What follows belongs to an exercise in optimizing a design on an open flow for small area, a short achievable clock period and few clock cycles; a production flow would make more cautious choices.
Where RTL was checked, it was by simulation tests only, not by an equivalence proof against the original.
No activity file was given, so power comes from the tool's default toggle rates.

==> flow/design.v (excerpt) <==
module frame_codec (
    input  wire        clk,
    input  wire        rst,           
    input  wire        enc_start,
    input  wire        enc_abort,
    input  wire        enc_ext,
    input  wire        enc_dir,       
    input  wire [7:0]  enc_nt,
    input  wire [7:0]  enc_id,
    input  wire [7:0]  enc_attr,
    input  wire [7:0]  enc_opcode,
    input  wire [15:0] enc_pl_len,
    output wire [15:0] pl_addr,       
    input  wire [7:0]  pl_rdata,
    output wire        tx_valid,      
    output wire [7:0]  tx_data,
    input  wire        tx_ready,
    output wire [1:0]  enc_st,
    output wire [1:0]  enc_err,
    output wire [2:0]  enc_cause,
    output wire [15:0] enc_check,
    input  wire        dec_start,
    input  wire        dec_abort,
    input  wire        dec_dir,
    input  wire        rx_valid,      
    input  wire [7:0]  rx_data,
    output wire        rx_ready,
    output wire        dpl_we,        
    output wire [15:0] dpl_waddr,
    output wire [7:0]  dpl_wdata,
    output wire [1:0]  dec_st,
    output wire [1:0]  dec_err,
    output wire [2:0]  dec_cause,
    output reg  [7:0]  dec_nt,
    output reg         dec_ext,
    output reg  [7:0]  dec_id,
    output reg  [7:0]  dec_attr,
    output reg  [7:0]  dec_opcode,
    output wire [15:0] dec_pl_len,
    output wire [15:0] dec_check
);
    localparam [7:0] FRAME_START = 8'h10, FRAME_END = 8'h16, EXT_MARK = 8'h90;
    function automatic [15:0] crc_step(input [15:0] crc, input [7:0] b);
        integer i;
        reg [15:0] c;
        begin
            c = crc ^ {b, 8'h00};
            for (i = 0; i < 8; i = i + 1)
                c = c[15] ? ((c << 1) ^ 16'h1021) : (c << 1);
            crc_step = c;
        end
    endfunction
    function automatic [3:0] legacy_len(input dir, input [7:0] opc);
        begin
            case ({dir, opc})
                {1'b0, 8'h3F}: legacy_len = {1'b1, 3'd4};    
                {1'b1, 8'h3F}: legacy_len = {1'b1, 3'd3};    
                {1'b1, 8'h21}: legacy_len = {1'b1, 3'd1};    
                default:       legacy_len = {1'b0, 3'd0};
            endcase
        end
    endfunction
    localparam [1:0] ST_IDLE = 2'd0, ST_BUSY = 2'd1, ST_DONE = 2'd2, ST_FAULT = 2'd3;
    localparam [3:0] N_NT = 4'd1, N_MARK = 4'd2, N_ID = 4'd3, N_ATTR = 4'd4, N_LENLO = 4'd5,
  ...
clock: 6.0 ns
lec_check: 0
cap_margin: 20
core_margin: 2
core_utilization: 40
setup_slack_margin: 3
slew_margin: 20
run.sh (not shown) runs the stock make flow with config.mk's settings and CLKGATE_MAP_FILE= SYNTH_SCRIPT=/design/flow/synth_recipe.tcl, a recipe that flattens the netlist after the stock synthesis.
==> next run, changes <==
==> flow/flow/run.sh (new file) <==
#!/bin/bash
# The standard layout, with every port buffered by a plain buffer (buf_1) instead of the
# delay buffer buffer_ports picks by default; repair upsizes it where timing needs.
set -euo pipefail
export BUFFER_PORTS_ARGS="-buffer_cell sky130_fd_sc_hd__buf_1"
bash standard.sh finish > standard.log 2>&1
==> flow/standard.sh (new file) <==
#!/bin/bash
# synth_recipe.tcl (not shown) runs the flow's synth.tcl, then flattens the netlist and writes it again
# the make line also repeats each setting of config.mk as NAME=value (left out here)
make -C /OpenROAD-flow-scripts/flow DESIGN_CONFIG=/design/flow/config.mk WORK_HOME=/design/flow/orfs CLKGATE_MAP_FILE= SYNTH_SCRIPT=/design/flow/synth_recipe.tcl "${@:-finish}"
--- a/flow/config.mk
+++ b/flow/config.mk
@@ -10,3 +10,3 @@
 export CORE_UTILIZATION = 40
-export SETUP_SLACK_MARGIN = 3
+export SETUP_SLACK_MARGIN = 3.8
 export SLEW_MARGIN = 20
removed: flow/run.sh
Outcome: Design area grows by 9.6%; die area stays the same; setup slack gains 0.24 ns; combinational power grows by 24%; routed wire length grows by 8.0%; maximum frequency grows by 8.8%.
No functional check of the RTL was part of any run of this note.

Setup of v22:
Another version of the RTL of frame_codec (not shown whole).
Size: roughly 1100 cells after synthesis, roughly 230 flip-flops, about 0.012 mm² of cells after synthesis.
// frame_codec
module frame_codec (
    input  wire        clk,
    input  wire        rst,           
    input  wire        enc_start,
    input  wire        enc_abort,
    input  wire        enc_ext,
    input  wire        enc_dir,       
    input  wire [7:0]  enc_nt,
    input  wire [7:0]  enc_id,
    input  wire [7:0]  enc_attr,
    input  wire [7:0]  enc_opcode,
    input  wire [15:0] enc_pl_len,
    output wire [15:0] pl_addr,       
    input  wire [7:0]  pl_rdata,
    output wire        tx_valid,      
    output wire [7:0]  tx_data,
    input  wire        tx_ready,
    output wire [1:0]  enc_st,
    output wire [1:0]  enc_err,
    output wire [2:0]  enc_cause,
    output wire [15:0] enc_check,
    input  wire        dec_start,
    input  wire        dec_abort,
    input  wire        dec_dir,
    input  wire        rx_valid,      
    input  wire [7:0]  rx_data,
    output wire        rx_ready,
    output wire        dpl_we,        
    output wire [15:0] dpl_waddr,
    output wire [7:0]  dpl_wdata,
    output wire [1:0]  dec_st,
  ...
==> flow/config.mk <==
export PLATFORM = sky130hd
export DESIGN_NAME = frame_codec
export DESIGN_NICKNAME = frame_codec
export VERILOG_FILES = /design/flow/design.v
export SDC_FILE = /design/flow/constraint.sdc
export NUM_CORES = 4
export LEC_CHECK = 0
export CAP_MARGIN = 5
export CORE_MARGIN = 2
export CORE_UTILIZATION = 55
export CTS_CLUSTER_DIAMETER = 100
export CTS_CLUSTER_SIZE = 20
export SETUP_SLACK_MARGIN = 3.6
export SLEW_MARGIN = 5
==> flow/constraint.sdc <==
create_clock -name core_clock -period 6.0 [get_ports {clk}]
set_input_delay 1.2000 -clock core_clock [delete_from_list [all_inputs] [get_ports {clk}]]
set_output_delay 1.2000 -clock core_clock [all_outputs]
set_load 0.01 [all_outputs]
standard.sh (not shown) runs the stock make flow with config.mk's settings and CLKGATE_MAP_FILE= SYNTH_SCRIPT=/design/flow/synth_recipe.tcl, a recipe that flattens the netlist after the stock synthesis.
==> flow/flow/run.sh <==
#!/bin/bash
# The standard layout, with every port buffered by a plain buffer (buf_1) instead of the
# delay buffer buffer_ports picks by default; repair upsizes it where timing needs.
set -euo pipefail
export BUFFER_PORTS_ARGS="-buffer_cell sky130_fd_sc_hd__buf_1"
bash standard.sh finish > standard.log 2>&1
Testbench counts of v22, summed over its fixed seeds: cycles 60,163.
For v58, these inputs were changed with respect to v22:
Settings: CORE_UTILIZATION now 65, was 55; CAP_MARGIN now 20, was 5; SLEW_MARGIN now 20, was 5.
On final hold slack: between v22 and v58, it ends up higher for v22. v58 ends up with higher final wirelength than v22 does. Changes observed in v58 relative to v22: via total after detailed routing went up 362, total DRC errors in the routed layout roughly the same, met3 track utilization from global routing picked up an extra 0.95 points. Width of the die, v22 and v58: smaller value in v58. Changes observed in v58 relative to v22: post-CTS setup-driven buffer insertion count higher, layout-stage area growth over the synthesis result has increased. Summary: with v22 as the reference, final cell count in v58 moved down by a few percent.
The inputs of v9 differ from those of v58 as listed below.
Settings: changing CORE_UTILIZATION from 65 to 55.
==> flow/flow/run.sh <==
#!/bin/bash
# The standard layout, with every port buffered by a plain buffer (buf_1) instead of the
# delay buffer buffer_ports picks by default (repair upsizes it where timing needs), clock
# tree synthesis without the dummy loads it adds for balancing, and a tighter setup margin
# for the repair after global routing.
set -euo pipefail
export BUFFER_PORTS_ARGS="-buffer_cell sky130_fd_sc_hd__buf_1"
export CTS_ARGS="-sink_clustering_enable -repair_clock_nets -sink_clustering_size 20 -sink_clustering_max_diameter 100 -dont_use_dummy_load"
bash standard.sh cts > standard_cts.log 2>&1
bash standard.sh SETUP_SLACK_MARGIN=3.7 finish > standard.log 2>&1
Findings:
Looking at the reports, v9 completed the entire flow and the layout it produced met the timing, design-rule and antenna checks. A class of the most critical setup path of register to register is what v58 shows, while register to primary output belongs to v9. Diff v58 -> v9 | overall global routing resource usage | decrease of 4.5 points. From v58 to v9 the numbers moved as follows: die area up about 18%, number of gates on the worst path with buffers counted shows a reduction of 8. Going from v58 to v9, wire length on met2 picked up an extra 370 µm, power spent charging and discharging nets went down.
Relative to v9, the following input files were edited for v55:
Settings: CORE_UTILIZATION changed from 55 to 50.
==> flow/flow/run.sh <==
#!/bin/bash
# The standard layout, with every port buffered by a plain buffer (buf_1) instead of the
# delay buffer buffer_ports picks by default (repair upsizes it where timing needs), and
# clock tree synthesis without the dummy loads it adds for balancing.
set -euo pipefail
export BUFFER_PORTS_ARGS="-buffer_cell sky130_fd_sc_hd__buf_1"
export CTS_ARGS="-sink_clustering_enable -repair_clock_nets -sink_clustering_size 20 -sink_clustering_max_diameter 100 -dont_use_dummy_load"
bash standard.sh finish > standard.log 2>&1
==> results.txt <==
- The flow did not stop early for v55: all stages ran, and the layout cleared the timing, design-rule and antenna checks.
- Summary of v55 over v9: first-iteration DRC count went up; proportion of layout cells with a drive suffix above 1 went down 6.6 points; total length of routed wires increased about 2.3%.

Another version of the RTL of frame_codec (not shown whole).
Size in the first run: roughly 1200 cells after synthesis, ~220 I/O pins, ~0.012 sq mm of cells after synthesis.
make LEC_CHECK=0 CAP_MARGIN=20 CORE_MARGIN=2 CORE_UTILIZATION=60 SETUP_SLACK_MARGIN=4 SLEW_MARGIN=20 finish   # period 6.0 ns
run.sh (not shown) runs the stock make flow with config.mk's settings and CLKGATE_MAP_FILE= SYNTH_SCRIPT=/design/flow/synth_recipe.tcl, a recipe that flattens the netlist after the stock synthesis.
Stock flow here: none of the scripts above is used.
Testbench counts at the start, summed over its fixed seeds: cycles 60,163.
Next try:
CORE_UTILIZATION = 40   (was 60)
SETUP_SLACK_MARGIN = not set   (was 4)
After rerunning:
- die area rose by 49%
- global-route usage fell by 16 points
- fmax fell by 19%
- critical path depth fell by 2
- design area fell by 16%

RTL: one of the versions met above, not the one the previous note started from.
Size: ~1100 cells after synthesis, roughly 230 flip-flops, ~12000 sq um of cells after synthesis.
## frame_codec
module frame_codec (
    input  wire        clk,
    input  wire        rst,           
    input  wire        enc_start,
    input  wire        enc_abort,
    input  wire        enc_ext,
    input  wire        enc_dir,       
    input  wire [7:0]  enc_nt,
    input  wire [7:0]  enc_id,
    input  wire [7:0]  enc_attr,
    input  wire [7:0]  enc_opcode,
    input  wire [15:0] enc_pl_len,
    output wire [15:0] pl_addr,       
    input  wire [7:0]  pl_rdata,
    output wire        tx_valid,      
    output wire [7:0]  tx_data,
    input  wire        tx_ready,
    output wire [1:0]  enc_st,
    output wire [1:0]  enc_err,
    output wire [2:0]  enc_cause,
    output wire [15:0] enc_check,
    input  wire        dec_start,
    input  wire        dec_abort,
    input  wire        dec_dir,
    input  wire        rx_valid,      
    input  wire [7:0]  rx_data,
    output wire        rx_ready,
    output wire        dpl_we,        
    output wire [15:0] dpl_waddr,
    output wire [7:0]  dpl_wdata,
    output wire [1:0]  dec_st,
    output wire [1:0]  dec_err,
    output wire [2:0]  dec_cause,
    output reg  [7:0]  dec_nt,
    output reg         dec_ext,
    output reg  [7:0]  dec_id,
    output reg  [7:0]  dec_attr,
    output reg  [7:0]  dec_opcode,
    output wire [15:0] dec_pl_len,
    output wire [15:0] dec_check
);
    localparam [7:0] FRAME_START = 8'h10, FRAME_END = 8'h16, EXT_MARK = 8'h90;
    function automatic [15:0] crc_step(input [15:0] crc, input [7:0] b);
        integer i;
        reg [15:0] c;
        begin
            c = crc ^ {b, 8'h00};
            for (i = 0; i < 8; i = i + 1)
                c = c[15] ? ((c << 1) ^ 16'h1021) : (c << 1);
            crc_step = c;
        end
    endfunction
    function automatic [3:0] legacy_len(input dir, input [7:0] opc);
        begin
            case ({dir, opc})
                {1'b0, 8'h3F}: legacy_len = {1'b1, 3'd4};    
                {1'b1, 8'h3F}: legacy_len = {1'b1, 3'd3};    
  ...
==> flow/config.mk <==
export PLATFORM = sky130hd
export DESIGN_NAME = frame_codec
export DESIGN_NICKNAME = frame_codec
export VERILOG_FILES = /design/flow/design.v
export SDC_FILE = /design/flow/constraint.sdc
export NUM_CORES = 4
export LEC_CHECK = 0
export CAP_MARGIN = 20
export CORE_MARGIN = 2
export CORE_UTILIZATION = 55
export CTS_CLUSTER_DIAMETER = 80
export CTS_CLUSTER_SIZE = 16
export SETUP_SLACK_MARGIN = 3.6
export SLEW_MARGIN = 20
==> flow/constraint.sdc <==
create_clock -name core_clock -period 6.0 [get_ports {clk}]
set_input_delay 1.2000 -clock core_clock [delete_from_list [all_inputs] [get_ports {clk}]]
set_output_delay 1.2000 -clock core_clock [all_outputs]
set_load 0.01 [all_outputs]
standard.sh (not shown) runs the stock make flow with config.mk's settings and CLKGATE_MAP_FILE= SYNTH_SCRIPT=/design/flow/synth_recipe.tcl, a recipe that flattens the netlist after the stock synthesis.
==> flow/flow/run.sh <==
#!/bin/bash
# The standard layout, with every port buffered by a plain buffer (buf_1) instead of the
# delay buffer buffer_ports picks by default; repair upsizes it where timing needs.
set -euo pipefail
export BUFFER_PORTS_ARGS="-buffer_cell sky130_fd_sc_hd__buf_1"
bash standard.sh finish > standard.log 2>&1
Testbench counts at the start, summed over its fixed seeds: cycles 60,163.
Then changed:
==> flow/flow/run.sh (replaced) <==
#!/bin/bash
# The standard layout, with every port buffered by a plain buffer (buf_1) instead of the
# delay buffer buffer_ports picks by default (repair upsizes it where timing needs), and
# clock tree synthesis without the dummy loads it adds for balancing.
set -euo pipefail
export BUFFER_PORTS_ARGS="-buffer_cell sky130_fd_sc_hd__buf_1"
export CTS_ARGS="-sink_clustering_enable -repair_clock_nets -sink_clustering_size 20 -sink_clustering_max_diameter 100 -dont_use_dummy_load"
bash standard.sh finish > standard.log 2>&1
- CTS_CLUSTER_DIAMETER: 80 -> 100
- CTS_CLUSTER_SIZE: 16 -> 20
After rerunning: The changed run finished with timing, DRC and antenna clean. Routed wire length shrinks by 0.54%. Worst hold slack hardly moves. Core utilization shrinks by 0.95 points. Global-route usage went down by 0.21 points. Clock-buffer cell count shrinks by 16. Final area goes down by 1.4%. Sequential share of layout area went up by 0.63 points. Clock power goes down by about 20%.
Then changed:
==> flow/flow/run.sh (replaced) <==
#!/bin/bash
# The standard layout, with every port buffered by a plain buffer (buf_1) instead of the
# delay buffer buffer_ports picks by default; repair upsizes it where timing needs.
set -euo pipefail
export BUFFER_PORTS_ARGS="-buffer_cell sky130_fd_sc_hd__buf_1"
bash standard.sh finish > standard.log 2>&1
- SETUP_SLACK_MARGIN: 3.6 -> 3.5
Worst setup slack loses 0.051 ns. Combinational power drops by 7.8%. Via count decreases by 1.6%. Wire length came out lower by 1.0%. Non-clock buffer count came out lower by 26. Die area does not change. Count of clock-buffer cells in the layout climbs by 9. Core utilization went down by 1.6 points. Final area fell by 2.4%. Total power barely changes.
Then changed:
- PLACE_DENSITY: default -> 0.75
- SETUP_SLACK_MARGIN: 3.5 -> 3.6
What happened:
- power grows by 0.99%
- core utilization grows by 1.9 points
- sequential power barely changes
- clock-buffer cell count does not change
- global-route usage grows by 0.95 points
- combinational power grows by 5.9%
- clock power barely changes
Then changed:
- PLACE_DENSITY: 0.75 -> default
- SETUP_SLACK_MARGIN: 3.6 -> 3.65
Effect: The new run passed the timing, design-rule and antenna checks. Design area goes up by 3.1%. Setup slack is better by 0.024 ns. Global-route usage falls by 0.26 points. Clock skew falls by 0.0034 ns.

what the ideal ports hide:
How much do the figures lean on ideal ports? The routed layouts below were timed once more, with nothing changed but the port constraints.
Step 1 (the two cells are an assumption about what drives the block):
set clk [get_ports {clk}]
set_driving_cell -lib_cell sky130_fd_sc_hd__clkbuf_16 $clk
set_driving_cell -lib_cell sky130_fd_sc_hd__buf_2 [delete_from_list [all_inputs] $clk]
Step 2 adds t to the input delays and takes it off the output delays; t is the mean of the earliest and latest rising clock arrival at the registers after step 1. Input paths then give back, and output paths get back, about the clock's delay inside the block.
a / b / c = no drivers / after step 1 / after step 2; a / b = the first two.
run	t (ns)	setup slack, ns	slew at the worst register clock pin (ns)
the first run of note 1	0.580	3.035 / 3.017 / 2.471	0.06 / 0.06
the second run of note 1	0.567	3.274 / 3.274 / 2.941	0.06 / 0.06
v22	0.524	3.614 / 3.563 / 3.158	0.09 / 0.09
v58	0.532	3.557 / 3.542 / 3.115	0.10 / 0.10
v9	0.515	3.627 / 3.577 / 3.152	0.09 / 0.09
v55	0.524	3.546 / 3.499 / 3.105	0.10 / 0.10
the first run of note 3	0.580	3.081 / 3.030 / 3.051	0.07 / 0.07
the second run of note 3	0.564	2.377 / 2.327 / 2.275	0.07 / 0.07
the first run of note 4	0.530	3.591 / 3.546 / 3.131	0.08 / 0.08
the second run of note 4	0.514	3.602 / 3.551 / 3.151	0.09 / 0.09
the third run of note 4	0.538	3.551 / 3.502 / 3.049	0.09 / 0.09
the fourth run of note 4	0.528	3.574 / 3.526 / 3.094	0.09 / 0.09
the fifth run of note 4	0.532	3.598 / 3.546 / 3.121	0.09 / 0.09
After both steps every run listed still meets setup and hold. The setup slack of the first run of note 1, which loses most, moves by -0.018 ns with the drivers and by -0.564 ns with both steps.
